What follows belongs to an exercise in optimizing a design on an open flow for small area, a short achievable clock period and few clock cycles per item; a production flow would make more cautious choices.
Only simulation tests tie the RTL to the original design; equivalence was not proved.
No activity file was given, so power comes from the tool's default toggle rates.

==> flow/design.v <==
module mf_fa (
    input  wire a,
    input  wire b,
    input  wire c,
    output wire s,
    output wire co
);
    assign s  = a ^ b ^ c;
    assign co = (a & b) | (a & c) | (b & c);
endmodule
module mix_frame #(
    parameter NP = 16,
    parameter W  = 16
) (
    input  wire              clk,
    input  wire              rst,
    input  wire              in_valid,
    output wire              in_ready,
    input  wire              in_conf,
    input  wire              in_bypass,
    input  wire [NP-1:0]     in_contrib,
    input  wire [NP-1:0]     in_outen,
    input  wire [NP*W-1:0]   in_samples,
    output reg               out_valid,
    input  wire              out_ready,
    output wire [NP-1:0]     out_push,
    output wire [NP*W-1:0]   out_samples
);
    localparam K = 4;            
    wire [NP-1:0] lower_any;             
    assign lower_any[0] = 1'b0;
    genvar i;
    generate
        for (i = 1; i < NP; i = i + 1) begin : g_pre
            assign lower_any[i] = |in_contrib[i-1:0];
        end
    endgenerate
    wire          any     = |in_contrib;
    wire [NP-1:0] ce      = in_contrib & ~({NP{in_bypass}} & lower_any);
    wire [NP-1:0] cself   = ce & {NP{in_conf}};
    wire [NP-1:0] push_a  = in_bypass ? (in_outen & {NP{any}} & ~cself) : in_outen;
    wire [W-1:0] nu [0:NP-1];
    wire [NP*W-1:0] own_a;
    generate
        for (i = 0; i < NP; i = i + 1) begin : g_op
            wire [W-1:0] s = in_samples[i*W +: W];
            assign nu[i] = {s[W-1] & ce[i], ~(s[W-2:0] & {(W-1){ce[i]}})};
            assign own_a[i*W +: W] = {nu[i][W-1] & in_conf,
                                      ~(nu[i][W-2:0] | {(W-1){~in_conf}})};
        end
    endgenerate
    wire ts0, tc0;
    mf_fa u_fa0 (.a(nu[0][0]), .b(nu[1][0]), .c(nu[2][0]), .s(ts0), .co(tc0));
    wire ts1, tc1;
    mf_fa u_fa1 (.a(nu[3][0]), .b(nu[4][0]), .c(1'b1), .s(ts1), .co(tc1));
    wire ts2, tc2;
    mf_fa u_fa2 (.a(nu[0][1]), .b(nu[1][1]), .c(nu[2][1]), .s(ts2), .co(tc2));
    wire ts3, tc3;
    mf_fa u_fa3 (.a(nu[3][1]), .b(nu[4][1]), .c(nu[5][1]), .s(ts3), .co(tc3));
    wire ts4, tc4;
    mf_fa u_fa4 (.a(nu[6][1]), .b(nu[7][1]), .c(1'b1), .s(ts4), .co(tc4));
    wire ts5, tc5;
    mf_fa u_fa5 (.a(nu[0][2]), .b(nu[1][2]), .c(nu[2][2]), .s(ts5), .co(tc5));
    wire ts6, tc6;
    mf_fa u_fa6 (.a(nu[3][2]), .b(nu[4][2]), .c(nu[5][2]), .s(ts6), .co(tc6));
    wire ts7, tc7;
    mf_fa u_fa7 (.a(nu[6][2]), .b(nu[7][2]), .c(nu[8][2]), .s(ts7), .co(tc7));
    wire ts8, tc8;
    mf_fa u_fa8 (.a(nu[0][3]), .b(nu[1][3]), .c(nu[2][3]), .s(ts8), .co(tc8));
    wire ts9, tc9;
    mf_fa u_fa9 (.a(nu[3][3]), .b(nu[4][3]), .c(nu[5][3]), .s(ts9), .co(tc9));
    wire ts10, tc10;
    mf_fa u_fa10 (.a(nu[6][3]), .b(nu[7][3]), .c(nu[8][3]), .s(ts10), .co(tc10));
    wire ts11, tc11;
    mf_fa u_fa11 (.a(nu[0][4]), .b(nu[1][4]), .c(nu[2][4]), .s(ts11), .co(tc11));
    wire ts12, tc12;
    mf_fa u_fa12 (.a(nu[3][4]), .b(nu[4][4]), .c(nu[5][4]), .s(ts12), .co(tc12));
    wire ts13, tc13;
    mf_fa u_fa13 (.a(nu[6][4]), .b(nu[7][4]), .c(nu[8][4]), .s(ts13), .co(tc13));
    wire ts14, tc14;
    mf_fa u_fa14 (.a(nu[0][5]), .b(nu[1][5]), .c(nu[2][5]), .s(ts14), .co(tc14));
    wire ts15, tc15;
    mf_fa u_fa15 (.a(nu[3][5]), .b(nu[4][5]), .c(nu[5][5]), .s(ts15), .co(tc15));
    wire ts16, tc16;
    mf_fa u_fa16 (.a(nu[6][5]), .b(nu[7][5]), .c(nu[8][5]), .s(ts16), .co(tc16));
    wire ts17, tc17;
    mf_fa u_fa17 (.a(nu[0][6]), .b(nu[1][6]), .c(nu[2][6]), .s(ts17), .co(tc17));
    wire ts18, tc18;
    mf_fa u_fa18 (.a(nu[3][6]), .b(nu[4][6]), .c(nu[5][6]), .s(ts18), .co(tc18));
    wire ts19, tc19;
    mf_fa u_fa19 (.a(nu[6][6]), .b(nu[7][6]), .c(nu[8][6]), .s(ts19), .co(tc19));
    wire ts20, tc20;
    mf_fa u_fa20 (.a(nu[0][7]), .b(nu[1][7]), .c(nu[2][7]), .s(ts20), .co(tc20));
    wire ts21, tc21;
    mf_fa u_fa21 (.a(nu[3][7]), .b(nu[4][7]), .c(nu[5][7]), .s(ts21), .co(tc21));
    wire ts22, tc22;
    mf_fa u_fa22 (.a(nu[6][7]), .b(nu[7][7]), .c(nu[8][7]), .s(ts22), .co(tc22));
    wire ts23, tc23;
    mf_fa u_fa23 (.a(nu[0][8]), .b(nu[1][8]), .c(nu[2][8]), .s(ts23), .co(tc23));
    wire ts24, tc24;
    mf_fa u_fa24 (.a(nu[3][8]), .b(nu[4][8]), .c(nu[5][8]), .s(ts24), .co(tc24));
    wire ts25, tc25;
    mf_fa u_fa25 (.a(nu[6][8]), .b(nu[7][8]), .c(nu[8][8]), .s(ts25), .co(tc25));
    wire ts26, tc26;
    mf_fa u_fa26 (.a(nu[0][9]), .b(nu[1][9]), .c(nu[2][9]), .s(ts26), .co(tc26));
    wire ts27, tc27;
    mf_fa u_fa27 (.a(nu[3][9]), .b(nu[4][9]), .c(nu[5][9]), .s(ts27), .co(tc27));
    wire ts28, tc28;
    mf_fa u_fa28 (.a(nu[6][9]), .b(nu[7][9]), .c(nu[8][9]), .s(ts28), .co(tc28));
    wire ts29, tc29;
    mf_fa u_fa29 (.a(nu[0][10]), .b(nu[1][10]), .c(nu[2][10]), .s(ts29), .co(tc29));
    wire ts30, tc30;
    mf_fa u_fa30 (.a(nu[3][10]), .b(nu[4][10]), .c(nu[5][10]), .s(ts30), .co(tc30));
    wire ts31, tc31;
    mf_fa u_fa31 (.a(nu[6][10]), .b(nu[7][10]), .c(nu[8][10]), .s(ts31), .co(tc31));
    wire ts32, tc32;
    mf_fa u_fa32 (.a(nu[0][11]), .b(nu[1][11]), .c(nu[2][11]), .s(ts32), .co(tc32));
    wire ts33, tc33;
    mf_fa u_fa33 (.a(nu[3][11]), .b(nu[4][11]), .c(nu[5][11]), .s(ts33), .co(tc33));
    wire ts34, tc34;
    mf_fa u_fa34 (.a(nu[6][11]), .b(nu[7][11]), .c(nu[8][11]), .s(ts34), .co(tc34));
    wire ts35, tc35;
    mf_fa u_fa35 (.a(nu[0][12]), .b(nu[1][12]), .c(nu[2][12]), .s(ts35), .co(tc35));
    wire ts36, tc36;
    mf_fa u_fa36 (.a(nu[3][12]), .b(nu[4][12]), .c(nu[5][12]), .s(ts36), .co(tc36));
    wire ts37, tc37;
    mf_fa u_fa37 (.a(nu[6][12]), .b(nu[7][12]), .c(nu[8][12]), .s(ts37), .co(tc37));
    wire ts38, tc38;
    mf_fa u_fa38 (.a(nu[0][13]), .b(nu[1][13]), .c(nu[2][13]), .s(ts38), .co(tc38));
    wire ts39, tc39;
    mf_fa u_fa39 (.a(nu[3][13]), .b(nu[4][13]), .c(nu[5][13]), .s(ts39), .co(tc39));
    wire ts40, tc40;
    mf_fa u_fa40 (.a(nu[6][13]), .b(nu[7][13]), .c(nu[8][13]), .s(ts40), .co(tc40));
    wire ts41, tc41;
    mf_fa u_fa41 (.a(nu[0][14]), .b(nu[1][14]), .c(nu[2][14]), .s(ts41), .co(tc41));
    wire ts42, tc42;
    mf_fa u_fa42 (.a(nu[3][14]), .b(nu[4][14]), .c(nu[5][14]), .s(ts42), .co(tc42));
    wire ts43, tc43;
    mf_fa u_fa43 (.a(nu[6][14]), .b(nu[7][14]), .c(nu[8][14]), .s(ts43), .co(tc43));
    wire ts44, tc44;
    mf_fa u_fa44 (.a(nu[0][15]), .b(nu[1][15]), .c(nu[2][15]), .s(ts44), .co(tc44));
    wire ts45, tc45;
    mf_fa u_fa45 (.a(nu[3][15]), .b(nu[4][15]), .c(nu[5][15]), .s(ts45), .co(tc45));
    wire ts46, tc46;
    mf_fa u_fa46 (.a(nu[6][15]), .b(nu[7][15]), .c(nu[8][15]), .s(ts46), .co(tc46));
    wire ts47, tc47;
    mf_fa u_fa47 (.a(ts0), .b(ts1), .c(nu[5][0]), .s(ts47), .co(tc47));
    wire ts48, tc48;
    mf_fa u_fa48 (.a(nu[6][0]), .b(nu[7][0]), .c(nu[8][0]), .s(ts48), .co(tc48));
    wire ts49, tc49;
    mf_fa u_fa49 (.a(ts2), .b(ts3), .c(ts4), .s(ts49), .co(tc49));
    wire ts50, tc50;
    mf_fa u_fa50 (.a(nu[8][1]), .b(nu[9][1]), .c(nu[10][1]), .s(ts50), .co(tc50));
    wire ts51, tc51;
    mf_fa u_fa51 (.a(nu[11][1]), .b(nu[12][1]), .c(nu[13][1]), .s(ts51), .co(tc51));
    wire ts52, tc52;
    mf_fa u_fa52 (.a(ts5), .b(ts6), .c(ts7), .s(ts52), .co(tc52));
    wire ts53, tc53;
    mf_fa u_fa53 (.a(nu[9][2]), .b(nu[10][2]), .c(nu[11][2]), .s(ts53), .co(tc53));
    wire ts54, tc54;
    mf_fa u_fa54 (.a(nu[12][2]), .b(nu[13][2]), .c(nu[14][2]), .s(ts54), .co(tc54));
    wire ts55, tc55;
    mf_fa u_fa55 (.a(nu[15][2]), .b(tc2), .c(1'b1), .s(ts55), .co(tc55));
    wire ts56, tc56;
    mf_fa u_fa56 (.a(ts8), .b(ts9), .c(ts10), .s(ts56), .co(tc56));
    wire ts57, tc57;
    mf_fa u_fa57 (.a(nu[9][3]), .b(nu[10][3]), .c(nu[11][3]), .s(ts57), .co(tc57));
    wire ts58, tc58;
    mf_fa u_fa58 (.a(nu[12][3]), .b(nu[13][3]), .c(nu[14][3]), .s(ts58), .co(tc58));
    wire ts59, tc59;
    mf_fa u_fa59 (.a(nu[15][3]), .b(tc5), .c(tc6), .s(ts59), .co(tc59));
    wire ts60, tc60;
    mf_fa u_fa60 (.a(ts11), .b(ts12), .c(ts13), .s(ts60), .co(tc60));
    wire ts61, tc61;
    mf_fa u_fa61 (.a(nu[9][4]), .b(nu[10][4]), .c(nu[11][4]), .s(ts61), .co(tc61));
    wire ts62, tc62;
    mf_fa u_fa62 (.a(nu[12][4]), .b(nu[13][4]), .c(nu[14][4]), .s(ts62), .co(tc62));
    wire ts63, tc63;
    mf_fa u_fa63 (.a(nu[15][4]), .b(tc8), .c(tc9), .s(ts63), .co(tc63));
    wire ts64, tc64;
    mf_fa u_fa64 (.a(ts14), .b(ts15), .c(ts16), .s(ts64), .co(tc64));
    wire ts65, tc65;
    mf_fa u_fa65 (.a(nu[9][5]), .b(nu[10][5]), .c(nu[11][5]), .s(ts65), .co(tc65));
    wire ts66, tc66;
    mf_fa u_fa66 (.a(nu[12][5]), .b(nu[13][5]), .c(nu[14][5]), .s(ts66), .co(tc66));
    wire ts67, tc67;
    mf_fa u_fa67 (.a(nu[15][5]), .b(tc11), .c(tc12), .s(ts67), .co(tc67));
    wire ts68, tc68;
    mf_fa u_fa68 (.a(ts17), .b(ts18), .c(ts19), .s(ts68), .co(tc68));
    wire ts69, tc69;
    mf_fa u_fa69 (.a(nu[9][6]), .b(nu[10][6]), .c(nu[11][6]), .s(ts69), .co(tc69));
    wire ts70, tc70;
    mf_fa u_fa70 (.a(nu[12][6]), .b(nu[13][6]), .c(nu[14][6]), .s(ts70), .co(tc70));
    wire ts71, tc71;
    mf_fa u_fa71 (.a(nu[15][6]), .b(tc14), .c(tc15), .s(ts71), .co(tc71));
    wire ts72, tc72;
    mf_fa u_fa72 (.a(ts20), .b(ts21), .c(ts22), .s(ts72), .co(tc72));
    wire ts73, tc73;
    mf_fa u_fa73 (.a(nu[9][7]), .b(nu[10][7]), .c(nu[11][7]), .s(ts73), .co(tc73));
    wire ts74, tc74;
    mf_fa u_fa74 (.a(nu[12][7]), .b(nu[13][7]), .c(nu[14][7]), .s(ts74), .co(tc74));
    wire ts75, tc75;
    mf_fa u_fa75 (.a(nu[15][7]), .b(tc17), .c(tc18), .s(ts75), .co(tc75));
    wire ts76, tc76;
    mf_fa u_fa76 (.a(ts23), .b(ts24), .c(ts25), .s(ts76), .co(tc76));
    wire ts77, tc77;
    mf_fa u_fa77 (.a(nu[9][8]), .b(nu[10][8]), .c(nu[11][8]), .s(ts77), .co(tc77));
    wire ts78, tc78;
    mf_fa u_fa78 (.a(nu[12][8]), .b(nu[13][8]), .c(nu[14][8]), .s(ts78), .co(tc78));
    wire ts79, tc79;
    mf_fa u_fa79 (.a(nu[15][8]), .b(tc20), .c(tc21), .s(ts79), .co(tc79));
    wire ts80, tc80;
    mf_fa u_fa80 (.a(ts26), .b(ts27), .c(ts28), .s(ts80), .co(tc80));
    wire ts81, tc81;
    mf_fa u_fa81 (.a(nu[9][9]), .b(nu[10][9]), .c(nu[11][9]), .s(ts81), .co(tc81));
    wire ts82, tc82;
    mf_fa u_fa82 (.a(nu[12][9]), .b(nu[13][9]), .c(nu[14][9]), .s(ts82), .co(tc82));
    wire ts83, tc83;
    mf_fa u_fa83 (.a(nu[15][9]), .b(tc23), .c(tc24), .s(ts83), .co(tc83));
    wire ts84, tc84;
    mf_fa u_fa84 (.a(ts29), .b(ts30), .c(ts31), .s(ts84), .co(tc84));
    wire ts85, tc85;
    mf_fa u_fa85 (.a(nu[9][10]), .b(nu[10][10]), .c(nu[11][10]), .s(ts85), .co(tc85));
    wire ts86, tc86;
    mf_fa u_fa86 (.a(nu[12][10]), .b(nu[13][10]), .c(nu[14][10]), .s(ts86), .co(tc86));
    wire ts87, tc87;
    mf_fa u_fa87 (.a(nu[15][10]), .b(tc26), .c(tc27), .s(ts87), .co(tc87));
    wire ts88, tc88;
    mf_fa u_fa88 (.a(ts32), .b(ts33), .c(ts34), .s(ts88), .co(tc88));
    wire ts89, tc89;
    mf_fa u_fa89 (.a(nu[9][11]), .b(nu[10][11]), .c(nu[11][11]), .s(ts89), .co(tc89));
    wire ts90, tc90;
    mf_fa u_fa90 (.a(nu[12][11]), .b(nu[13][11]), .c(nu[14][11]), .s(ts90), .co(tc90));
    wire ts91, tc91;
    mf_fa u_fa91 (.a(nu[15][11]), .b(tc29), .c(tc30), .s(ts91), .co(tc91));
    wire ts92, tc92;
    mf_fa u_fa92 (.a(ts35), .b(ts36), .c(ts37), .s(ts92), .co(tc92));
    wire ts93, tc93;
    mf_fa u_fa93 (.a(nu[9][12]), .b(nu[10][12]), .c(nu[11][12]), .s(ts93), .co(tc93));
    wire ts94, tc94;
    mf_fa u_fa94 (.a(nu[12][12]), .b(nu[13][12]), .c(nu[14][12]), .s(ts94), .co(tc94));
    wire ts95, tc95;
    mf_fa u_fa95 (.a(nu[15][12]), .b(tc32), .c(tc33), .s(ts95), .co(tc95));
    wire ts96, tc96;
    mf_fa u_fa96 (.a(ts38), .b(ts39), .c(ts40), .s(ts96), .co(tc96));
    wire ts97, tc97;
    mf_fa u_fa97 (.a(nu[9][13]), .b(nu[10][13]), .c(nu[11][13]), .s(ts97), .co(tc97));
    wire ts98, tc98;
    mf_fa u_fa98 (.a(nu[12][13]), .b(nu[13][13]), .c(nu[14][13]), .s(ts98), .co(tc98));
    wire ts99, tc99;
    mf_fa u_fa99 (.a(nu[15][13]), .b(tc35), .c(tc36), .s(ts99), .co(tc99));
    wire ts100, tc100;
    mf_fa u_fa100 (.a(ts41), .b(ts42), .c(ts43), .s(ts100), .co(tc100));
    wire ts101, tc101;
    mf_fa u_fa101 (.a(nu[9][14]), .b(nu[10][14]), .c(nu[11][14]), .s(ts101), .co(tc101));
    wire ts102, tc102;
    mf_fa u_fa102 (.a(nu[12][14]), .b(nu[13][14]), .c(nu[14][14]), .s(ts102), .co(tc102));
    wire ts103, tc103;
    mf_fa u_fa103 (.a(nu[15][14]), .b(tc38), .c(tc39), .s(ts103), .co(tc103));
    wire ts104, tc104;
    mf_fa u_fa104 (.a(ts44), .b(ts45), .c(ts46), .s(ts104), .co(tc104));
    wire ts105, tc105;
    mf_fa u_fa105 (.a(nu[9][15]), .b(nu[10][15]), .c(nu[11][15]), .s(ts105), .co(tc105));
    wire ts106, tc106;
    mf_fa u_fa106 (.a(nu[12][15]), .b(nu[13][15]), .c(nu[14][15]), .s(ts106), .co(tc106));
    wire ts107, tc107;
    mf_fa u_fa107 (.a(nu[15][15]), .b(tc41), .c(tc42), .s(ts107), .co(tc107));
    wire ts108, tc108;
    mf_fa u_fa108 (.a(ts47), .b(ts48), .c(nu[9][0]), .s(ts108), .co(tc108));
    wire ts109, tc109;
    mf_fa u_fa109 (.a(nu[10][0]), .b(nu[11][0]), .c(1'b1), .s(ts109), .co(tc109));
    wire ts110, tc110;
    mf_fa u_fa110 (.a(ts49), .b(ts50), .c(ts51), .s(ts110), .co(tc110));
    wire ts111, tc111;
    mf_fa u_fa111 (.a(nu[14][1]), .b(nu[15][1]), .c(tc0), .s(ts111), .co(tc111));
    wire ts112, tc112;
    mf_fa u_fa112 (.a(tc1), .b(tc47), .c(1'b1), .s(ts112), .co(tc112));
    wire ts113, tc113;
    mf_fa u_fa113 (.a(ts52), .b(ts53), .c(ts54), .s(ts113), .co(tc113));
    wire ts114, tc114;
    mf_fa u_fa114 (.a(ts55), .b(tc3), .c(tc4), .s(ts114), .co(tc114));
    wire ts115, tc115;
    mf_fa u_fa115 (.a(tc49), .b(tc50), .c(tc51), .s(ts115), .co(tc115));
    wire ts116, tc116;
    mf_fa u_fa116 (.a(ts56), .b(ts57), .c(ts58), .s(ts116), .co(tc116));
    wire ts117, tc117;
    mf_fa u_fa117 (.a(ts59), .b(tc7), .c(tc52), .s(ts117), .co(tc117));
    wire ts118, tc118;
    mf_fa u_fa118 (.a(tc53), .b(tc54), .c(tc55), .s(ts118), .co(tc118));
    wire ts119, tc119;
    mf_fa u_fa119 (.a(ts60), .b(ts61), .c(ts62), .s(ts119), .co(tc119));
    wire ts120, tc120;
    mf_fa u_fa120 (.a(ts63), .b(tc10), .c(tc56), .s(ts120), .co(tc120));
    wire ts121, tc121;
    mf_fa u_fa121 (.a(tc57), .b(tc58), .c(tc59), .s(ts121), .co(tc121));
    wire ts122, tc122;
    mf_fa u_fa122 (.a(ts64), .b(ts65), .c(ts66), .s(ts122), .co(tc122));
    wire ts123, tc123;
    mf_fa u_fa123 (.a(ts67), .b(tc13), .c(tc60), .s(ts123), .co(tc123));
    wire ts124, tc124;
    mf_fa u_fa124 (.a(tc61), .b(tc62), .c(tc63), .s(ts124), .co(tc124));
    wire ts125, tc125;
    mf_fa u_fa125 (.a(ts68), .b(ts69), .c(ts70), .s(ts125), .co(tc125));
    wire ts126, tc126;
    mf_fa u_fa126 (.a(ts71), .b(tc16), .c(tc64), .s(ts126), .co(tc126));
    wire ts127, tc127;
    mf_fa u_fa127 (.a(tc65), .b(tc66), .c(tc67), .s(ts127), .co(tc127));
    wire ts128, tc128;
    mf_fa u_fa128 (.a(ts72), .b(ts73), .c(ts74), .s(ts128), .co(tc128));
    wire ts129, tc129;
    mf_fa u_fa129 (.a(ts75), .b(tc19), .c(tc68), .s(ts129), .co(tc129));
    wire ts130, tc130;
    mf_fa u_fa130 (.a(tc69), .b(tc70), .c(tc71), .s(ts130), .co(tc130));
    wire ts131, tc131;
    mf_fa u_fa131 (.a(ts76), .b(ts77), .c(ts78), .s(ts131), .co(tc131));
    wire ts132, tc132;
    mf_fa u_fa132 (.a(ts79), .b(tc22), .c(tc72), .s(ts132), .co(tc132));
    wire ts133, tc133;
    mf_fa u_fa133 (.a(tc73), .b(tc74), .c(tc75), .s(ts133), .co(tc133));
    wire ts134, tc134;
    mf_fa u_fa134 (.a(ts80), .b(ts81), .c(ts82), .s(ts134), .co(tc134));
    wire ts135, tc135;
    mf_fa u_fa135 (.a(ts83), .b(tc25), .c(tc76), .s(ts135), .co(tc135));
    wire ts136, tc136;
    mf_fa u_fa136 (.a(tc77), .b(tc78), .c(tc79), .s(ts136), .co(tc136));
    wire ts137, tc137;
    mf_fa u_fa137 (.a(ts84), .b(ts85), .c(ts86), .s(ts137), .co(tc137));
    wire ts138, tc138;
    mf_fa u_fa138 (.a(ts87), .b(tc28), .c(tc80), .s(ts138), .co(tc138));
    wire ts139, tc139;
    mf_fa u_fa139 (.a(tc81), .b(tc82), .c(tc83), .s(ts139), .co(tc139));
    wire ts140, tc140;
    mf_fa u_fa140 (.a(ts88), .b(ts89), .c(ts90), .s(ts140), .co(tc140));
    wire ts141, tc141;
    mf_fa u_fa141 (.a(ts91), .b(tc31), .c(tc84), .s(ts141), .co(tc141));
    wire ts142, tc142;
    mf_fa u_fa142 (.a(tc85), .b(tc86), .c(tc87), .s(ts142), .co(tc142));
    wire ts143, tc143;
    mf_fa u_fa143 (.a(ts92), .b(ts93), .c(ts94), .s(ts143), .co(tc143));
    wire ts144, tc144;
    mf_fa u_fa144 (.a(ts95), .b(tc34), .c(tc88), .s(ts144), .co(tc144));
    wire ts145, tc145;
    mf_fa u_fa145 (.a(tc89), .b(tc90), .c(tc91), .s(ts145), .co(tc145));
    wire ts146, tc146;
    mf_fa u_fa146 (.a(ts96), .b(ts97), .c(ts98), .s(ts146), .co(tc146));
    wire ts147, tc147;
    mf_fa u_fa147 (.a(ts99), .b(tc37), .c(tc92), .s(ts147), .co(tc147));
    wire ts148, tc148;
    mf_fa u_fa148 (.a(tc93), .b(tc94), .c(tc95), .s(ts148), .co(tc148));
    wire ts149, tc149;
    mf_fa u_fa149 (.a(ts100), .b(ts101), .c(ts102), .s(ts149), .co(tc149));
    wire ts150, tc150;
    mf_fa u_fa150 (.a(ts103), .b(tc40), .c(tc96), .s(ts150), .co(tc150));
    wire ts151, tc151;
    mf_fa u_fa151 (.a(tc97), .b(tc98), .c(tc99), .s(ts151), .co(tc151));
    wire ts152, tc152;
    mf_fa u_fa152 (.a(ts104), .b(ts105), .c(ts106), .s(ts152), .co(tc152));
    wire ts153, tc153;
    mf_fa u_fa153 (.a(ts107), .b(tc43), .c(tc100), .s(ts153), .co(tc153));
    wire ts154, tc154;
    mf_fa u_fa154 (.a(tc101), .b(tc102), .c(tc103), .s(ts154), .co(tc154));
    wire ts155, tc155;
    mf_fa u_fa155 (.a(tc44), .b(tc45), .c(tc46), .s(ts155), .co(tc155));
    wire ts156, tc156;
    mf_fa u_fa156 (.a(tc104), .b(tc105), .c(tc106), .s(ts156), .co(tc156));
    wire ts157, tc157;
    mf_fa u_fa157 (.a(ts108), .b(ts109), .c(nu[12][0]), .s(ts157), .co(tc157));
    wire ts158, tc158;
    mf_fa u_fa158 (.a(ts110), .b(ts111), .c(ts112), .s(ts158), .co(tc158));
    wire ts159, tc159;
    mf_fa u_fa159 (.a(tc48), .b(tc108), .c(1'b1), .s(ts159), .co(tc159));
    wire ts160, tc160;
    mf_fa u_fa160 (.a(ts113), .b(ts114), .c(ts115), .s(ts160), .co(tc160));
    wire ts161, tc161;
    mf_fa u_fa161 (.a(tc110), .b(tc111), .c(tc112), .s(ts161), .co(tc161));
    wire ts162, tc162;
    mf_fa u_fa162 (.a(ts116), .b(ts117), .c(ts118), .s(ts162), .co(tc162));
    wire ts163, tc163;
    mf_fa u_fa163 (.a(tc113), .b(tc114), .c(tc115), .s(ts163), .co(tc163));
    wire ts164, tc164;
    mf_fa u_fa164 (.a(ts119), .b(ts120), .c(ts121), .s(ts164), .co(tc164));
    wire ts165, tc165;
    mf_fa u_fa165 (.a(tc116), .b(tc117), .c(tc118), .s(ts165), .co(tc165));
    wire ts166, tc166;
    mf_fa u_fa166 (.a(ts122), .b(ts123), .c(ts124), .s(ts166), .co(tc166));
    wire ts167, tc167;
    mf_fa u_fa167 (.a(tc119), .b(tc120), .c(tc121), .s(ts167), .co(tc167));
    wire ts168, tc168;
    mf_fa u_fa168 (.a(ts125), .b(ts126), .c(ts127), .s(ts168), .co(tc168));
    wire ts169, tc169;
    mf_fa u_fa169 (.a(tc122), .b(tc123), .c(tc124), .s(ts169), .co(tc169));
    wire ts170, tc170;
    mf_fa u_fa170 (.a(ts128), .b(ts129), .c(ts130), .s(ts170), .co(tc170));
    wire ts171, tc171;
    mf_fa u_fa171 (.a(tc125), .b(tc126), .c(tc127), .s(ts171), .co(tc171));
    wire ts172, tc172;
    mf_fa u_fa172 (.a(ts131), .b(ts132), .c(ts133), .s(ts172), .co(tc172));
    wire ts173, tc173;
    mf_fa u_fa173 (.a(tc128), .b(tc129), .c(tc130), .s(ts173), .co(tc173));
    wire ts174, tc174;
    mf_fa u_fa174 (.a(ts134), .b(ts135), .c(ts136), .s(ts174), .co(tc174));
    wire ts175, tc175;
    mf_fa u_fa175 (.a(tc131), .b(tc132), .c(tc133), .s(ts175), .co(tc175));
    wire ts176, tc176;
    mf_fa u_fa176 (.a(ts137), .b(ts138), .c(ts139), .s(ts176), .co(tc176));
    wire ts177, tc177;
    mf_fa u_fa177 (.a(tc134), .b(tc135), .c(tc136), .s(ts177), .co(tc177));
    wire ts178, tc178;
    mf_fa u_fa178 (.a(ts140), .b(ts141), .c(ts142), .s(ts178), .co(tc178));
    wire ts179, tc179;
    mf_fa u_fa179 (.a(tc137), .b(tc138), .c(tc139), .s(ts179), .co(tc179));
    wire ts180, tc180;
    mf_fa u_fa180 (.a(ts143), .b(ts144), .c(ts145), .s(ts180), .co(tc180));
    wire ts181, tc181;
    mf_fa u_fa181 (.a(tc140), .b(tc141), .c(tc142), .s(ts181), .co(tc181));
    wire ts182, tc182;
    mf_fa u_fa182 (.a(ts146), .b(ts147), .c(ts148), .s(ts182), .co(tc182));
    wire ts183, tc183;
    mf_fa u_fa183 (.a(tc143), .b(tc144), .c(tc145), .s(ts183), .co(tc183));
    wire ts184, tc184;
    mf_fa u_fa184 (.a(ts149), .b(ts150), .c(ts151), .s(ts184), .co(tc184));
    wire ts185, tc185;
    mf_fa u_fa185 (.a(tc146), .b(tc147), .c(tc148), .s(ts185), .co(tc185));
    wire ts186, tc186;
    mf_fa u_fa186 (.a(ts152), .b(ts153), .c(ts154), .s(ts186), .co(tc186));
    wire ts187, tc187;
    mf_fa u_fa187 (.a(tc149), .b(tc150), .c(tc151), .s(ts187), .co(tc187));
    wire ts188, tc188;
    mf_fa u_fa188 (.a(ts155), .b(ts156), .c(tc107), .s(ts188), .co(tc188));
    wire ts189, tc189;
    mf_fa u_fa189 (.a(tc152), .b(tc153), .c(tc154), .s(ts189), .co(tc189));
    wire ts190, tc190;
    mf_fa u_fa190 (.a(ts157), .b(nu[13][0]), .c(1'b1), .s(ts190), .co(tc190));
    wire ts191, tc191;
    mf_fa u_fa191 (.a(ts158), .b(ts159), .c(tc109), .s(ts191), .co(tc191));
    wire ts192, tc192;
    mf_fa u_fa192 (.a(ts160), .b(ts161), .c(tc158), .s(ts192), .co(tc192));
    wire ts193, tc193;
    mf_fa u_fa193 (.a(ts162), .b(ts163), .c(tc160), .s(ts193), .co(tc193));
    wire ts194, tc194;
    mf_fa u_fa194 (.a(ts164), .b(ts165), .c(tc162), .s(ts194), .co(tc194));
    wire ts195, tc195;
    mf_fa u_fa195 (.a(ts166), .b(ts167), .c(tc164), .s(ts195), .co(tc195));
    wire ts196, tc196;
    mf_fa u_fa196 (.a(ts168), .b(ts169), .c(tc166), .s(ts196), .co(tc196));
    wire ts197, tc197;
    mf_fa u_fa197 (.a(ts170), .b(ts171), .c(tc168), .s(ts197), .co(tc197));
    wire ts198, tc198;
    mf_fa u_fa198 (.a(ts172), .b(ts173), .c(tc170), .s(ts198), .co(tc198));
    wire ts199, tc199;
    mf_fa u_fa199 (.a(ts174), .b(ts175), .c(tc172), .s(ts199), .co(tc199));
    wire ts200, tc200;
    mf_fa u_fa200 (.a(ts176), .b(ts177), .c(tc174), .s(ts200), .co(tc200));
    wire ts201, tc201;
    mf_fa u_fa201 (.a(ts178), .b(ts179), .c(tc176), .s(ts201), .co(tc201));
    wire ts202, tc202;
    mf_fa u_fa202 (.a(ts180), .b(ts181), .c(tc178), .s(ts202), .co(tc202));
    wire ts203, tc203;
    mf_fa u_fa203 (.a(ts182), .b(ts183), .c(tc180), .s(ts203), .co(tc203));
    wire ts204, tc204;
    mf_fa u_fa204 (.a(ts184), .b(ts185), .c(tc182), .s(ts204), .co(tc204));
    wire ts205, tc205;
    mf_fa u_fa205 (.a(ts186), .b(ts187), .c(tc184), .s(ts205), .co(tc205));
    wire ts206, tc206;
    mf_fa u_fa206 (.a(ts188), .b(ts189), .c(tc186), .s(ts206), .co(tc206));
    wire ts207, tc207;
    mf_fa u_fa207 (.a(tc155), .b(tc156), .c(tc188), .s(ts207), .co(tc207));
    wire ts208, tc208;
    mf_fa u_fa208 (.a(ts190), .b(nu[14][0]), .c(1'b1), .s(ts208), .co(tc208));
    wire ts209, tc209;
    mf_fa u_fa209 (.a(ts191), .b(tc157), .c(tc190), .s(ts209), .co(tc209));
    wire ts210, tc210;
    mf_fa u_fa210 (.a(ts192), .b(tc159), .c(tc191), .s(ts210), .co(tc210));
    wire ts211, tc211;
    mf_fa u_fa211 (.a(ts193), .b(tc161), .c(tc192), .s(ts211), .co(tc211));
    wire ts212, tc212;
    mf_fa u_fa212 (.a(ts194), .b(tc163), .c(tc193), .s(ts212), .co(tc212));
    wire ts213, tc213;
    mf_fa u_fa213 (.a(ts195), .b(tc165), .c(tc194), .s(ts213), .co(tc213));
    wire ts214, tc214;
    mf_fa u_fa214 (.a(ts196), .b(tc167), .c(tc195), .s(ts214), .co(tc214));
    wire ts215, tc215;
    mf_fa u_fa215 (.a(ts197), .b(tc169), .c(tc196), .s(ts215), .co(tc215));
    wire ts216, tc216;
    mf_fa u_fa216 (.a(ts198), .b(tc171), .c(tc197), .s(ts216), .co(tc216));
    wire ts217, tc217;
    mf_fa u_fa217 (.a(ts199), .b(tc173), .c(tc198), .s(ts217), .co(tc217));
    wire ts218, tc218;
    mf_fa u_fa218 (.a(ts200), .b(tc175), .c(tc199), .s(ts218), .co(tc218));
    wire ts219, tc219;
    mf_fa u_fa219 (.a(ts201), .b(tc177), .c(tc200), .s(ts219), .co(tc219));
    wire ts220, tc220;
    mf_fa u_fa220 (.a(ts202), .b(tc179), .c(tc201), .s(ts220), .co(tc220));
    wire ts221, tc221;
    mf_fa u_fa221 (.a(ts203), .b(tc181), .c(tc202), .s(ts221), .co(tc221));
    wire ts222, tc222;
    mf_fa u_fa222 (.a(ts204), .b(tc183), .c(tc203), .s(ts222), .co(tc222));
    wire ts223, tc223;
    mf_fa u_fa223 (.a(ts205), .b(tc185), .c(tc204), .s(ts223), .co(tc223));
    wire ts224, tc224;
    mf_fa u_fa224 (.a(ts206), .b(tc187), .c(tc205), .s(ts224), .co(tc224));
    wire ts225, tc225;
    mf_fa u_fa225 (.a(ts207), .b(tc189), .c(tc206), .s(ts225), .co(tc225));
    wire [19:0] nra = {1'b1, tc207, ts225, ts224, ts223, ts222, ts221, ts220, ts219, ts218, ts217, ts216, ts215, ts214, ts213, ts212, ts211, ts210, ts209, ts208};
    wire [19:0] nrb = {1'b1, tc225, tc224, tc223, tc222, tc221, tc220, tc219, tc218, tc217, tc216, tc215, tc214, tc213, tc212, tc211, tc210, tc209, tc208, nu[15][0]};
    wire [19:0] usum  = ~nra + ~nrb;
    wire [19:0] nsum_a = {usum[19], ~usum[18:0]};
    wire [NP*K-1:0] ndlo_a;
    wire [NP-1:0]   nclo_a;
    generate
        for (i = 0; i < NP; i = i + 1) begin : g_lo
            wire [K:0] nc;
            wire [W-1:0] ow = own_a[i*W +: W];
            assign ndlo_a[i*K] = nsum_a[0] ^ ow[0];
            assign nc[1] = nsum_a[0] & ow[0];
            genvar b;
            for (b = 1; b < K; b = b + 1) begin : g_bit
                mf_fa u_fa (.a(nsum_a[b]), .b(ow[b]), .c(nc[b]), .s(ndlo_a[i*K+b]), .co(nc[b+1]));
            end
            assign nclo_a[i] = nc[K];
        end
    endgenerate
    assign in_ready = !out_valid || out_ready;
    wire   take     = in_valid && (!out_valid || out_ready);
    always @(posedge clk) begin
        if (rst) begin
            out_valid <= 1'b0;
        end else if (in_ready) begin
            out_valid <= in_valid;
        end
    end
    reg [19:K]         nsum_r;
    reg [NP*K-1:0]     ndlo_r;
    reg [NP-1:0]       nclo_r;
    reg [NP*(W-K)-1:0] own_r;    
    reg [NP-1:0]       push_r;
    reg                byp_r;
    integer q;
    always @(posedge clk) begin
        if (take) begin
            byp_r  <= in_bypass;
            nsum_r <= nsum_a[19:K];
            ndlo_r <= ndlo_a;
            nclo_r <= nclo_a;
            for (q = 0; q < NP; q = q + 1)
                own_r[q*(W-K) +: W-K] <= own_a[q*W+K +: W-K];
            push_r <= push_a;
        end
    end
    assign out_push = push_r;
    wire signed [4:0] H = ~nsum_r[19:15];
    wire pos_m1 = H >= 5'sd2;     
    wire pos_0  = H >= 5'sd1;
    wire pos_p1 = H >= 5'sd0;
    wire neg_m1 = H <= -5'sd1;    
    wire neg_0  = H <= -5'sd2;
    wire neg_p1 = H <= -5'sd3;
    wire lt_m1  = H <= 5'sd0;     
    wire lt_0   = H <= -5'sd1;
    wire lt_p1  = H <= -5'sd2;
    genvar o;
    generate
        for (o = 0; o < NP; o = o + 1) begin : g_port
            wire [W-1:K] ow  = own_r[o*(W-K) +: W-K];
            wire         o15 = ow[W-1];
            wire         p   = push_r[o];
            wire [15:K] nc;
            wire [14:0] nd;
            assign nc[K] = nclo_r[o];
            assign nd[K-1:0] = ndlo_r[o*K +: K];
            genvar b;
            for (b = K; b < 15; b = b + 1) begin : g_bit
                mf_fa u_fa (.a(nsum_r[b]), .b(ow[b]), .c(nc[b]), .s(nd[b]), .co(nc[b+1]));
            end
            wire nb = ~nc[15];           
            wire sp1 = o15 ? pos_p1 : pos_0;     
            wire sp0 = o15 ? pos_0  : pos_m1;    
            wire sn1 = o15 ? neg_p1 : neg_0;
            wire sn0 = o15 ? neg_0  : neg_m1;
            wire ng1 = o15 ? lt_p1  : lt_0;
            wire ng0 = o15 ? lt_0   : lt_m1;
            wire es1 = p & sp1;                  
            wire es0 = p & sp0;
            wire en1 = p & sn1;                  
            wire en0 = p & sn0;
            wire ed1 = p & ~sp1 & ~sn1;          
            wire ed0 = p & ~sp0 & ~sn0;
            wire eg1 = p & ng1;                  
            wire eg0 = p & ng0;
            wire es  = nb ? es1 : es0;
            wire en  = nb ? en1 : en0;
            wire ed  = nb ? ed1 : ed0;
            wire eg  = nb ? eg1 : eg0;
            wire zfix = eg & ~byp_r & (&nd[14:1]);
            wire nes = ~es;
            wire ned = ~ed;
            assign out_samples[o*W +: W] = {
                eg,
                ~({14{nes}} & ({14{ned}} | nd[14:1])),
                es | en | (ed & (~nd[0] | zfix))
            };
        end
    endgenerate
endmodule
==> flow/flow/run.sh <==
#!/bin/bash
set -euo pipefail
export BUFFER_PORTS_ARGS="-buffer_cell sky130_fd_sc_hd__buf_1"
bash standard.sh finish > flow_standard.log 2>&1
==> flow/standard.sh <==
#!/bin/bash
# synth_recipe.tcl (not shown) runs the flow's synth.tcl, then flattens the netlist and writes it again
# the make line also repeats each setting of config.mk as NAME=value (left out here)
make -C /OpenROAD-flow-scripts/flow DESIGN_CONFIG=/design/flow/config.mk WORK_HOME=/design/flow/orfs CLKGATE_MAP_FILE= SYNTH_SCRIPT=/design/flow/synth_recipe.tcl "${@:-finish}"
==> flow/config.mk <==
export PLATFORM = sky130hd
export DESIGN_NAME = mix_frame
export DESIGN_NICKNAME = mix_frame
export VERILOG_FILES = /design/flow/design.v
export SDC_FILE = /design/flow/constraint.sdc
export NUM_CORES = 4
export LEC_CHECK = 0
export CAP_MARGIN = 20
export CORE_MARGIN = 2
export CORE_UTILIZATION = 35
export SLEW_MARGIN = 20
export SYNTH_HIERARCHICAL = 1
==> flow/constraint.sdc <==
create_clock -name core_clock -period 35.0 [get_ports {clk}]
set_input_delay 7.0000 -clock core_clock [delete_from_list [all_inputs] [get_ports {clk}]]
set_output_delay 7.0000 -clock core_clock [all_outputs]
set_load 0.01 [all_outputs]
==> summary.txt, run 1 <==
Synthesis
  – Asr flop ratio synth: 0%
  – Post-synthesis mux area share: 0.580%
  – Synth Flop Type: edfxtp_1
  – Yosys top cell area share: 33.2%
  – Combinational family with the most area after synthesis: adder cells
  – Mapped Cells: 2474
  – Count leader, synth: fa_1
  – Cell variety after synth: 65
  – Post-Synth Adder-Cell Area: 34.4%
  – Post-synthesis sequential area ratio: 33.3%
  – Largest area contributor in the synthesized netlist: edfxtp_1
  – Post-synthesis simple-gate area fraction: 15.5%
  – Syn avg cell area: 11.2 um2
  – Post-synthesis register bit count: 306
  – Synth top area cells: edfxtp_1 (33%), fa_1 (33%), o21ai_0 (5.4%), and3_1 (4.1%), nand2_1 (4.1%)
  – Post-synth EDFFs: 305
  – Yosys warnings: 7
  – Cell Area, Synth: 27600 um2
  – Synth top cells by count: fa_1 (451), edfxtp_1 (305), nand2_1 (299), o21ai_0 (298), and3_1 (183)
  – XOR/XNOR share of the synthesized area: 0.413%
  – Compound-Gate Fraction of Synth Area: 11.5%

Drt
  – Router iterations before antenna repair: 6
  – Vias/cell: 5.89
  – Routed WL: 127 mm
  – Initial DRC Count: 3277
  – Vias: 23600
  – # DRC: 0
  – Routed length per instance: 31.5 um
  – DRT antenna net count: 0

Setup path
  – CP startpoint kind: flop
  – Setup slack, reg-to-reg: 32.50 ns
  – Worst Setup Path Type: flop to output pin
  – Crit. End Element: output pin
  – Critical path peak fanout: 10
  – Worst-path cell chain: buf_4, fa_1, fa_1, fa_1, fa_1, fa_1, fa_1, fa_1, fa_1, fa_1, fa_1, fa_1, nand3b_1, or4_1, a211oi_1, o21ai_0, a41oi_1, buf_1
  – Slowest CP cell: a41oi_1
  – RR Startpoint: out_valid
  – End of the critical path: out_samples[128]
  – Max incr delay on CP: 0.72 ns
  – Crit Reg-Reg Endpoint: own_r[130]
  – CP arrival: 8.14 ns
  – Required time of the critical path: 28.00 ns
  – R2R depth: 3
  – Most used cell, CP: fa_1
  – Critical path origin: nsum_r[4]

Timing
  – RSZ-0062 raised after global routing: no
  – Relative slew margins: 21.2%
  – Slew @ Worst Pin: 1.17 ns
  – Hold Vio Cnt, Final: 0
  – Min Tclk post-route: 15.14 ns
  – Peak Freq: 66.1 MHz
  – Slew Limit Fails: 0
  – Worst Skew: 0.0267 ns
  – Setup_tns: 0 ns
  – Fin crit share: 43.2%
  – Setup-failing EPs final: 0

Clock tree
  – Clk buf depth: 3
  – Post_cts resized: 0
  – CTS H-tree lvls: 2
  – CTS clk-pin slew, worst paths: 0.06 ns
  – Insertion delay to the later sink of the worst-skew pair: 0.59 ns
  – CTS Sinks: 306
  – CTS Buf Count: 39
  – Clk root buf: clkbuf_16
  – CTS tree: yes
  – Hold-fix buffers, CTS: 0
  – Post CTS Setup Buffer Count: 0

Placed design
  – GPL Wtd Cong: 0.987
  – Number of buffers inserted by port buffering: 567
  – Dpl hpwl: 102 mm

Power
  – Net Sw Frac: 52.7%
  – Clock share of power: 11.4%
  – Part of the power in registers: 20.2%
  – Pwr dens: 112 nW/um2
  – Leak: 11.4 nW
  – Psw: 0.00187 W
  – Power share of the combinational group: 68.4%
  – Internal power: 0.00168 W
  – Peak supply drop: 0.185 mV

Floorplanning
  – Initial Utilization: 35.5%
  – Row Count: 102
  – I/O pin count: 568
  – Die Width: 285 um
  – CORE AREA: 77700 um2
  – Die H: 285 um
  – Die area: 81100 um2

Job
  – Max cap viols: 0

GRT
  – Number of global-route vias before repair: 23100
  – GRT Total Usage: 30.7%
  – Initial antenna violation count: 15
  – Largest net degree at the start of global routing: 165
  – First-pass GRT wire length: 174 mm
  – Total grt overflow: 0

Final layout
  – Area delta synth->final: 15.6%
  – Seq. cell area: 9180 um2
  – # fillers: 7652
  – Area occupied by multi-input gates: 17300 um2
  – Nets: 3715
  – Post-layout utilization of the core: 41.0%
  – Share of cells above drive strength 1: 5.60%

Min path
  – Worst Hold Class: flop to flop

Status
  – Status: no timing/DRC/antenna violations
-- worst min path at each step --
stage | start | end | cells past startpoint
5_1_grt | out_valid | out_valid | 2
3_3_place_gp | out_valid | out_valid | 2
3_5_place_dp | out_valid | out_valid | 2
4_1_cts | out_valid | out_valid | 2
6_report | out_valid | out_valid | 2
2_1_floorplan | out_valid | out_valid | 2
-- cells in the final DEF (no fill, tap or decap), types with 53 or more instances in the layout --
cell      instances
buf_1           565
and2_1           79
edfxtp_1        305
nand4_1          53
fa_1            451
o21ai_0         296
a21oi_1         123
and3_1          183
inv_1            77
nand2_1         299
nor2_1           64
-- layout make-up --
class                           instances  share of cell area, %
Clock inverter                         23                  0.726
Antenna cell                           10                 0.0785
Timing Repair Buffer                  616                   7.92
Multi-Input combinational cell       1892                   54.3
Clock buffer                           47                   3.15
Tap cell                             1040                   4.08
Inverter                               79                  0.930
Sequential cell                       306                   28.8
-- modules after synthesis, one instance, submodules excluded --
module	flops+latches	times used
mix_frame	306	1
mf_fa	0	450
-- worst max-delay path, delay by kind of cell, from the launching register on --
| kind | cells | cell delay, ns |
|---|---|---|
| adders and majority gates | 11 | 4.57 |
| AOI/OAI and AO/OA | 3 | 1.07 |
| DFF | 1 | 0.69 |
| and+or+nand+nor | 2 | 0.60 |
| buffers and inverters | 2 | 0.59 |
-- state kept, by name, indices dropped and copies added (netlist names) --
| register | flops |
|---|---|
| own_r | 192 |
| ndlo_r | 64 |
| nclo_r | 16 |
| nsum_r | 16 |
| push_r | 16 |
| byp_r | 1 |
| out_valid | 1 |
-- power by group through the flow --
| stage | clock network, W | logic (W) | registers (W) |
|---|---|---|---|
| CTS | 0.000410 | 0.00240 | 0.000717 |
| floorplan | 0 | 0.00144 | 0.000710 |
| global placement | 0 | 0.00231 | 0.000728 |
| global route | 0.000423 | 0.00267 | 0.000725 |
| detailed placement | 0 | 0.00238 | 0.000722 |
| finish | 0.000406 | 0.00243 | 0.000717 |
-- metal layers --
| layer | GRT usage (%) | up-vias | wire [um] |
|---|---|---|---|
| met5 | 0 | - | 73 |
| met4 | 15.5 | 12 | 7590 |
| met3 | 6.42 | 327 | 13800 |
| met2 | 47.2 | 1689 | 57200 |
| met1 | 41.2 | 12000 | 47900 |
| li1 | - | 9609 | - |
-- stage by stage --
stage / hold slack, ns / power [W] / cell area (um2) / setup slack (ns) / cells
finish: 0.536 / 0.00356 / 31900 / 19.86 / 4013
global route: 0.583 / 0.00382 / 31900 / 19.55 / 4009
CTS: 0.536 / 0.00352 / 31900 / 19.84 / 4003
detailed placement: 0.526 / 0.00310 / 30600 / 19.97 / 3933
global placement: 0.509 / 0.00304 / 30600 / 20.08 / 3932
floorplan: 0.593 / 0.00215 / 27600 / 20.00 / 2481
-- cell families after synthesis --
| logic type | Yosys count |
|---|---|
| adder cells (fa/ha/maj) | 487 |
| AO/OA/AOI/OAI | 547 |
| flip-flops | 306 |
| multiplexers | 16 |
| buffers and inverters | 283 |
| other | 1 |
| XOR/XNOR | 13 |
| AND/OR/NAND/NOR | 821 |
Testbench counts, summed over its fixed seeds: cycles 32,008, items 32,000.
==> run 2: changes to the inputs <==
--- a/flow/design.v
+++ b/flow/design.v
@@ -9,4 +9,46 @@
     assign co = (a & b) | (a & c) | (b & c);
 endmodule
+module mf_ce (
+    input  wire [15:0] contrib,
+    input  wire        bypass,
+    output wire [15:0] ce
+);
+    wire [15:0] lower_any;               
+    assign lower_any[0] = 1'b0;
+    genvar i;
+    generate
+        for (i = 1; i < 16; i = i + 1) begin : g_pre
+            assign lower_any[i] = |contrib[i-1:0];
+        end
+    endgenerate
+    assign ce = contrib & ~({16{bypass}} & lower_any);
+endmodule
+module mf_osel (
+    input  wire nb,              
+    input  wire xa, xb,          
+    input  wire ya, yb,          
+    output wire nx,
+    output wire ny
+);
+    assign nx = ~(xa | (xb & nb));
+    assign ny = ~(ya | (yb & nb));
+endmodule
+module mf_own (
+    input  wire [15:0] nu,
+    input  wire        conf,
+    input  wire        nconf,    
+    output wire [15:0] own
+);
+    assign own = {nu[15] & conf, ~(nu[14:0] | {15{nconf}})};
+endmodule
+module mf_ob0 (
+    input  wire nc,              
+    input  wire a1, a0,          
+    input  wire b1, b0,          
+    input  wire z,               
+    output wire y
+);
+    assign y = nc ? (a0 | (b0 & z)) : (a1 | (b1 & z));
+endmodule
 module mix_frame #(
     parameter NP = 16,
@@ -28,24 +70,20 @@
 );
     localparam K = 4;            
-    wire [NP-1:0] lower_any;             
-    assign lower_any[0] = 1'b0;
     genvar i;
-    generate
-        for (i = 1; i < NP; i = i + 1) begin : g_pre
-            assign lower_any[i] = |in_contrib[i-1:0];
-        end
-    endgenerate
+    wire [NP-1:0] ce, ce_h;
+    mf_ce u_ce   (.contrib(in_contrib), .bypass(in_bypass), .ce(ce));
+    mf_ce u_ce_h (.contrib(in_contrib), .bypass(in_bypass), .ce(ce_h));
     wire          any     = |in_contrib;
-    wire [NP-1:0] ce      = in_contrib & ~({NP{in_bypass}} & lower_any);
     wire [NP-1:0] cself   = ce & {NP{in_conf}};
     wire [NP-1:0] push_a  = in_bypass ? (in_outen & {NP{any}} & ~cself) : in_outen;
     wire [W-1:0] nu [0:NP-1];
+    wire nconf = ~in_conf;
     wire [NP*W-1:0] own_a;
     generate
         for (i = 0; i < NP; i = i + 1) begin : g_op
             wire [W-1:0] s = in_samples[i*W +: W];
-            assign nu[i] = {s[W-1] & ce[i], ~(s[W-2:0] & {(W-1){ce[i]}})};
-            assign own_a[i*W +: W] = {nu[i][W-1] & in_conf,
-                                      ~(nu[i][W-2:0] | {(W-1){~in_conf}})};
+            assign nu[i] = {s[W-1] & ce_h[i], ~(s[W-2:8] & {(W-9){ce_h[i]}}),
+                            ~(s[7:0] & {8{ce[i]}})};
+            mf_own u_own (.nu(nu[i]), .conf(in_conf), .nconf(nconf), .own(own_a[i*W +: W]));
         end
     endgenerate
@@ -550,13 +588,12 @@
     assign out_push = push_r;
     wire signed [4:0] H = ~nsum_r[19:15];
-    wire pos_m1 = H >= 5'sd2;     
-    wire pos_0  = H >= 5'sd1;
-    wire pos_p1 = H >= 5'sd0;
-    wire neg_m1 = H <= -5'sd1;    
-    wire neg_0  = H <= -5'sd2;
-    wire neg_p1 = H <= -5'sd3;
-    wire lt_m1  = H <= 5'sd0;     
-    wire lt_0   = H <= -5'sd1;
-    wire lt_p1  = H <= -5'sd2;
+    wire hge2  = H >= 5'sd2;
+    wire hge1  = H >= 5'sd1;
+    wire heq1  = H == 5'sd1;
+    wire heq0  = H == 5'sd0;
+    wire heqm1 = H == -5'sd1;
+    wire heqm2 = H == -5'sd2;
+    wire hlem2 = H <= -5'sd2;
+    wire hlem3 = H <= -5'sd3;
     genvar o;
     generate
@@ -574,29 +611,29 @@
             end
             wire nb = ~nc[15];           
-            wire sp1 = o15 ? pos_p1 : pos_0;     
-            wire sp0 = o15 ? pos_0  : pos_m1;    
-            wire sn1 = o15 ? neg_p1 : neg_0;
-            wire sn0 = o15 ? neg_0  : neg_m1;
-            wire ng1 = o15 ? lt_p1  : lt_0;
-            wire ng0 = o15 ? lt_0   : lt_m1;
-            wire es1 = p & sp1;                  
-            wire es0 = p & sp0;
-            wire en1 = p & sn1;                  
-            wire en0 = p & sn0;
-            wire ed1 = p & ~sp1 & ~sn1;          
-            wire ed0 = p & ~sp0 & ~sn0;
-            wire eg1 = p & ng1;                  
-            wire eg0 = p & ng0;
-            wire es  = nb ? es1 : es0;
-            wire en  = nb ? en1 : en0;
-            wire ed  = nb ? ed1 : ed0;
-            wire eg  = nb ? eg1 : eg0;
-            wire zfix = eg & ~byp_r & (&nd[14:1]);
-            wire nes = ~es;
-            wire ned = ~ed;
+            wire nc15 = nc[15];          
+            wire tg2 = o15 ? hge1  : hge2;      
+            wire t1  = o15 ? heq0  : heq1;      
+            wire t0  = o15 ? heqm1 : heq0;      
+            wire tm1 = o15 ? heqm2 : heqm1;     
+            wire tl2 = o15 ? hlem3 : hlem2;     
+            wire nx_l, ny_l, nx_h, ny_h;
+            mf_osel u_sel_l (.nb(nb), .xa(p & tg2), .xb(p & t1),
+                             .ya(p & (t1 | t0)), .yb(p & tm1), .nx(nx_l), .ny(ny_l));
+            mf_osel u_sel_h (.nb(nb), .xa(p & tg2), .xb(p & t1),
+                             .ya(p & (t1 | t0)), .yb(p & tm1), .nx(nx_h), .ny(ny_h));
+            wire eg = (p & (tl2 | tm1)) | (p & t0 & nc15);
+            wire d0 = ~nd[0];
+            wire a1 = p & (tg2 | t1 | tl2 | (d0 & (t1 | t0 | tm1)));
+            wire a0 = p & (tg2 | tl2 | tm1 | (d0 & (t1 | t0)));
+            wire b1 = p & tm1 & ~byp_r;
+            wire b0 = p & t0 & ~byp_r;
+            wire out0;
+            mf_ob0 u_b0 (.nc(nc15), .a1(a1), .a0(a0), .b1(b1), .b0(b0),
+                         .z(&nd[14:1]), .y(out0));
             assign out_samples[o*W +: W] = {
                 eg,
-                ~({14{nes}} & ({14{ned}} | nd[14:1])),
-                es | en | (ed & (~nd[0] | zfix))
+                ~({7{nx_h}} & ({7{ny_h}} | nd[14:8])),
+                ~({7{nx_l}} & ({7{ny_l}} | nd[7:1])),
+                out0
             };
         end
==> flow/flow/run.sh (replaced) <==
#!/bin/bash
set -euo pipefail
export BUFFER_PORTS_ARGS="-buffer_cell sky130_fd_sc_hd__buf_1"
bash standard.sh ABC_LOAD_IN_FF=1 finish > flow_standard.log 2>&1
==> summary.txt, run 2 <==
Placed design
  – Cells after DPL: 4024 (was 3933)
  – Dpl hpwl: 106 mm (was 102 mm)
  – Placed instance area: 30600 um2 (about the same)
  – Number of buffers inserted by port buffering: 567 (unchanged)
  – GPL Wtd Cong: 1.00 (was 0.987)

Synthesis
  – Yosys warnings: 7 (unchanged)
  – Post-synthesis mux area share: 0.651% (was 0.580%)
  – Post-synthesis sequential area ratio: 33.2% (was 33.3%)
  – Synth top area cells: edfxtp_1 (33%), fa_1 (33%), nand2_1 (5.0%), o21ai_0 (4.8%), nor2_1 (4.0%) (was edfxtp_1 (33%), fa_1 (33%), o21ai_0 (5.4%), and3_1 (4.1%), nand2_1 (4.1%))
  – Compound-Gate Fraction of Synth Area: 11.5% (about the same)
  – Cell variety after synth: 56 (was 65)
  – Syn avg cell area: 11.0 um2 (was 11.2 um2)
  – Synth top cells by count: fa_1 (451), nand2_1 (372), edfxtp_1 (305), nor2_1 (294), o21ai_0 (265) (was fa_1 (451), edfxtp_1 (305), nand2_1 (299), o21ai_0 (298), and3_1 (183))
  – Combinational family with the most area after synthesis: adder cells (unchanged)
  – Yosys top cell area share: 33.1% (was 33.2%)
  – Post-synthesis simple-gate area fraction: 15.5% (about the same)
  – Post-synthesis register bit count: 306 (unchanged)
  – Count leader, synth: fa_1 (unchanged)
  – Synth Flop Type: edfxtp_1 (unchanged)
  – Post-Synth Adder-Cell Area: 34.2% (was 34.4%)
  – Cell Area, Synth: 27700 um2 (was 27600 um2)
  – Asr flop ratio synth: 0% (unchanged)
  – XOR/XNOR share of the synthesized area: 0.823% (was 0.413%)
  – Largest area contributor in the synthesized netlist: edfxtp_1 (unchanged)
  – Mapped Cells: 2516 (was 2474)
  – Post-synth EDFFs: 305 (unchanged)

Setup path
  – Critical path peak fanout: 3 (was 10)
  – CP startpoint kind: input pin (was flop)
  – Required time of the critical path: 28.00 ns (about the same)
  – CP arrival: 7.41 ns (was 8.14 ns)
  – Crit. End Element: output pin (unchanged)
  – Worst-path cell chain: buf_1, nand2b_1, buf_1 (was buf_4, fa_1, fa_1, fa_1, fa_1, fa_1, fa_1, fa_1, fa_1, fa_1, fa_1, fa_1, nand3b_1, or4_1, a211oi_1, o21ai_0, a41oi_1, buf_1)
  – Worst Setup Path Type: input pin to output pin (was flop to output pin)
  – Max incr delay on CP: 0.19 ns (was 0.72 ns)
  – Worst Path Buf+Inv: 2 (unchanged)
  – Slowest CP cell: nand2b_1 (was a41oi_1)
  – Most used cell, CP: buf_1 (was fa_1)
  – Delay-heaviest family, CP: buffers and inverters (was adder cells)

Drt
  – # DRC: 0 (unchanged)
  – Vias/cell: 5.71 (was 5.89)
  – Routed length per instance: 31.6 um (was 31.5 um)
  – Router iterations before antenna repair: 5 (was 6)
  – Routed WL: 130 mm (was 127 mm)
  – Vias: 23400 (was 23600)
  – DRT antenna net count: 0 (unchanged)
  – Initial DRC Count: 2818 (was 3277)

Floorplanning
  – Die H: 285 um (about the same)
  – Initial Utilization: 35.2% (was 35.5%)
  – CORE AREA: 78600 um2 (was 77700 um2)
  – Row Count: 103 (was 102)
  – I/O pin count: 568 (unchanged)
  – Die Width: 285 um (about the same)
  – Die area: 81400 um2 (was 81100 um2)

Clock tree
  – CTS Sinks: 306 (unchanged)
  – CTS H-tree lvls: 2 (unchanged)
  – Post CTS Setup Buffer Count: 0 (unchanged)
  – Clk buf depth: 3 (unchanged)
  – Clk root buf: clkbuf_16 (unchanged)
  – CTS tree: yes (unchanged)
  – Post_cts resized: 0 (unchanged)
  – Hold-fix buffers, CTS: 0 (unchanged)
  – Insertion delay to the later sink of the worst-skew pair: 0.58 ns (was 0.59 ns)
  – CTS Buf Count: 40 (was 39)
  – CTS clk-pin slew, worst paths: 0.06 ns (about the same)

GRT
  – Number of global-route vias before repair: 23100 (about the same)
  – First-pass GRT wire length: 176 mm (was 174 mm)
  – GRT Total Usage: 31.4% (was 30.7%)
  – Initial antenna violation count: 24 (was 15)
  – Largest net degree at the start of global routing: 92 (was 165)
  – Total grt overflow: 0 (unchanged)

Final layout
  – Post-layout utilization of the core: 40.5% (was 41.0%)
  – Area occupied by multi-input gates: 17400 um2 (was 17300 um2)
  – Most common cell after layout, fill and taps aside: buf_1 (unchanged)
  – Reg with most FFs: own_r (unchanged)
  – Final instance area: 31900 um2 (about the same)
  – Most frequent cells in the layout: buf_1 (565), fa_1 (450), nand2_1 (371) (was buf_1 (565), fa_1 (451), edfxtp_1 (305))
  – Max reg flops: 192 (unchanged)
  – # fillers: 7888 (was 7652)
  – Share of cells above drive strength 1: 4.56% (was 5.60%)
  – Seq. cell area: 9180 um2 (unchanged)
  – Largest regs: own_r x192, ndlo_r x64 (unchanged)
  – Non-Filler Instances: 4102 (was 4013)
  – Area delta synth->final: 15.2% (was 15.6%)
  – Nets: 3796 (was 3715)

Timing
  – Setup_tns: 0 ns (unchanged)
  – Relative slew margins: 19.5% (was 21.2%)
  – Worst Skew: 0.0299 ns (was 0.0267 ns)
  – Slew Limit Fails: 0 (unchanged)
  – Setup-failing EPs final: 0 (unchanged)
  – Peak Freq: 69.4 MHz (was 66.1 MHz)
  – RSZ-0062 raised after global routing: no (unchanged)
  – Slew @ Worst Pin: 1.20 ns (was 1.17 ns)
  – Min Tclk post-route: 14.41 ns (was 15.14 ns)
  – Worst hold slack: 0.588 ns (was 0.536 ns)
  – Hold Vio Cnt, Final: 0 (unchanged)
  – Fin crit share: 41.2% (was 43.2%)

Job
  – Max cap viols: 0 (unchanged)

Power
  – Pwr dens: 92.7 nW/um2 (was 112 nW/um2)
  – Leak: 11.0 nW (was 11.4 nW)
  – Peak supply drop: 0.143 mV (was 0.185 mV)

Min path
  – Worst Hold Class: flop to flop (unchanged)

Status
  – Status: no timing/DRC/antenna violations (unchanged)
-- run 2: cells by family after synthesis --
family | after synthesis
mux | 16
xor+xnor | 26
buf+inv | 211
compound gates | 538
flops | 306
other cells | 1
simple gates | 932
fa+ha+maj | 486
-- run 2: report_power, final --
part           internal, W  total (W)  switching [W]  leakage (nW)
clock             0.000252   0.000427       0.000176         0.631
sequential        0.000570   0.000685       0.000114          3.01
combinational     0.000645    0.00184        0.00120          7.32
-- run 2: Yosys stat by module, one instance, submodules excluded --
module     cell area, um2  cells inside
mf_osel              10.0             2
mix_frame           16200          1616
mf_ob0               31.3             3
mf_ce                 228            33
mf_own               73.8            17
mf_fa                20.0             1
-- run 2: per-stage QoR --
stage	worst slack, ns	power, W
2_1_floorplan	17.08	0.00176
6_report	20.59	0.00295
3_3_place_gp	20.46	0.00247
3_5_place_dp	20.38	0.00252
4_1_cts	20.60	0.00295
5_1_grt	20.45	0.00315
-- run 2: area by class of cell --
type | instances | share of cell area, %
multi-input combinational | 2006 | 54.7
sequential | 306 | 28.8
timing repair buffer | 604 | 7.56
tap | 1050 | 4.12
clock buffer | 49 | 3.31
clock inverter | 23 | 0.777
inverter | 58 | 0.699
antenna | 6 | 0.0471
-- run 2: metal layers --
metal	share of wire, %	wire [um]	track usage [%]	up-vias
met4	5.4	7010	15.0	30
met3	11	14200	8.52	305
li1	-	-	-	9637
met5	0.13	166	0	-
met2	45	58000	48.0	1471
met1	39	50100	41.3	12000
-- run 2: path summary, 6_finish.rpt --
kind | slack, ns | from | endpoint | cells past startpoint
max | 20.59 | out_ready | in_ready | 3
min | 0.59 | out_valid | out_valid | 2
min reg2reg | 0.59 | out_valid | out_valid | 2
max reg2reg | 31.81 | out_valid | ndlo_r[53] | 4
-- run 2: worst register-to-register path: stages, from the launching register on --
cell and delay, ns:
dfxtp_1 0.32, nand2b_1 0.14, and2_4 0.54, buf_4 0.77
buf_4 0.90
Testbench counts of run 2, summed over its fixed seeds: cycles 32,008, items 32,000.
==> run 3: changes to the inputs <==
--- a/flow/config.mk
+++ b/flow/config.mk
@@ -9,4 +9,6 @@
 export CORE_MARGIN = 2
 export CORE_UTILIZATION = 35
+export CTS_CLUSTER_DIAMETER = 100
+export CTS_CLUSTER_SIZE = 25
 export SLEW_MARGIN = 20
 export SYNTH_HIERARCHICAL = 1
==> summary.txt, run 3 <==
Status
  – Status: no timing/DRC/antenna violations (unchanged)

Floorplanning
  – CORE AREA: 78600 um2 (unchanged)
  – Die H: 285 um (unchanged)
  – Initial Utilization: 35.2% (unchanged)
  – Die area: 81400 um2 (unchanged)

Synthesis
  – Cell variety after synth: 56 (unchanged)
  – Synth top cells by count: fa_1 (451), nand2_1 (372), edfxtp_1 (305), nor2_1 (294), o21ai_0 (265) (unchanged)
  – Mapped Cells: 2516 (unchanged)
  – Cell Area, Synth: 27700 um2 (unchanged)
  – Largest area contributor in the synthesized netlist: edfxtp_1 (unchanged)
  – Asr flop ratio synth: 0% (unchanged)
  – Synth top area cells: edfxtp_1 (33%), fa_1 (33%), nand2_1 (5.0%), o21ai_0 (4.8%), nor2_1 (4.0%) (unchanged)
  – Synth Flop Type: edfxtp_1 (unchanged)

Timing
  – Fin crit share: 41.2% (about the same)
  – Hold Vio Cnt, Final: 0 (unchanged)
  – Relative slew margins: 20.6% (was 19.5%)
  – Setup_tns: 0 ns (unchanged)

Setup path
  – Crit. End Element: output pin (unchanged)
  – RR Startpoint: out_valid (unchanged)
  – Worst Setup Path Type: flop to output pin (was input pin to output pin)
  – Max incr delay on CP: 0.69 ns (was 0.19 ns)
  – Delay-heaviest family, CP: adder cells (was buffers and inverters)
  – Worst-path cell chain: buf_4, fa_1, fa_1, fa_1, fa_1, fa_1, fa_1, fa_1, fa_1, fa_1, fa_1, fa_1, nand4_1, nor4_1, a221o_1, buf_1 (was buf_1, nand2b_1, buf_1)
  – Setup slack, reg-to-reg: 31.85 ns (was 31.81 ns)
  – Slowest CP cell: edfxtp_1 (was nand2b_1)
  – CP arrival: 7.43 ns (was 7.41 ns)
  – CP startpoint kind: flop (was input pin)

Drt
  – Routed WL: 129 mm (was 130 mm)
  – Vias: 23400 (about the same)
  – Router iterations before antenna repair: 6 (was 5)
  – Initial DRC Count: 2851 (was 2818)

Clock tree
  – Insertion delay to the later sink of the worst-skew pair: 0.56 ns (was 0.58 ns)
  – Hold-fix buffers, CTS: 0 (unchanged)
  – CTS Buf Count: 19 (was 40)
  – CTS clk-pin slew, worst paths: 0.11 ns (was 0.06 ns)
  – Clk root buf: clkbuf_16 (unchanged)
  – CTS Sinks: 306 (unchanged)

Final layout
  – Final instance area: 31200 um2 (was 31900 um2)
  – Reg with most FFs: own_r (unchanged)
  – Share of cells above drive strength 1: 3.73% (was 4.56%)

Power
  – Leak: 10.6 nW (was 11.0 nW)

Placed design
  – Dpl hpwl: 106 mm (unchanged)
  – GPL Wtd Cong: 1.00 (unchanged)
  – Dpl ws: 20.38 ns (unchanged)

Min path
  – Hold Path Origin: out_valid (unchanged)
  – Hold Path Depth: 2 (unchanged)
  – Hold endpoint: out_valid (unchanged)

GRT
  – Largest net degree at the start of global routing: 92 (unchanged)
  – Initial antenna violation count: 22 (was 24)
-- run 3: cell counts after synthesis --
No cell type changed its count.
-- run 3: tightest hold or removal path: cells and delay by family, from the launching register on --
kind | cells | cell delay, ns
AO/OA/AOI/OAI | 1 | 0.09
flip-flops | 1 | 0.33
AND/OR/NAND/NOR | 1 | 0.14
-- run 3: how the worst max path moves through the flow --
stage | to | depth (start not counted) | slack, ns | from
after floorplan | byp_r | 2 | 17.08 | out_ready
after global placement | ndlo_r[43] | 18 | 20.46 | in_contrib[0]
after detailed placement | ndlo_r[63] | 18 | 20.38 | in_contrib[0]
after CTS | in_ready | 3 | 20.60 | out_ready
after global routing | out_samples[192] | 16 | 20.42 | nsum_r[4]
final | out_samples[32] | 16 | 20.57 | nsum_r[4]
-- run 3: area by class of cell --
class                      count  area, um2  share of cell area (%)
antenna                       11       27.5                  0.0883
tap                         1050       1310                    4.21
clock inverter                10        116                   0.373
multi-input combinational   2006      17400                    55.9
clock buffer                  19        475                    1.53
inverter                      58        223                   0.714
sequential                   306       9180                    29.4
timing repair buffer         604       2410                    7.73
-- run 3: power by group --
group	internal [W]	switching [W]
clock network	0.000106	0.000149
logic	0.000644	0.00120
registers	0.000569	0.000114
total	0.00132	0.00146
-- run 3: layer usage --
layer	vias to the layer above	part of all wire (%)	GRT usage, %
met1	11900	39	41.5
li1	9573	-	-
met5	-	0.11	0
met2	1530	45	48.2
met4	26	5.1	13.8
met3	289	11	7.13
-- run 3: modules after synthesis (local to each module, per instance) --
module | flip-flops and latches | copies in the design | cells | cell area, um2
mf_own | 0 | 16 | 17 | 73.8
mf_osel | 0 | 32 | 2 | 10.0
mf_fa | 0 | 450 | 1 | 20.0
mf_ce | 0 | 2 | 33 | 228
mix_frame | 306 | 1 | 1616 | 16200
mf_ob0 | 0 | 16 | 3 | 31.3
-- run 3: through the flow --
stage	instances	util [%]
floorplan	2523	-
global placement	4024	38.9
detailed placement	4024	38.9
CTS	4053	39.6
global route	4057	39.6
finish	4064	39.7
-- run 3: kinds of logic after synthesis --
family	count (synthesis)	synth area share (%)
buffers and inverters	211	4.17
DFF	306	33.2
xor gates and xnor gates	26	0.823
adders and majority gates	486	34.2
muxes	16	0.651
other	1	0.0135
AOI/OAI and AO/OA	538	11.5
and+or+nand+nor	932	15.5

Re-timed with assumed drivers on the ports (clkbuf_16 on the clock, buf_2 on other inputs), run 3 has 20.511 ns of setup slack against 20.572 ns with ideal ports, and 20.345 ns once port delays also move by the mid clock arrival of 0.611 ns.
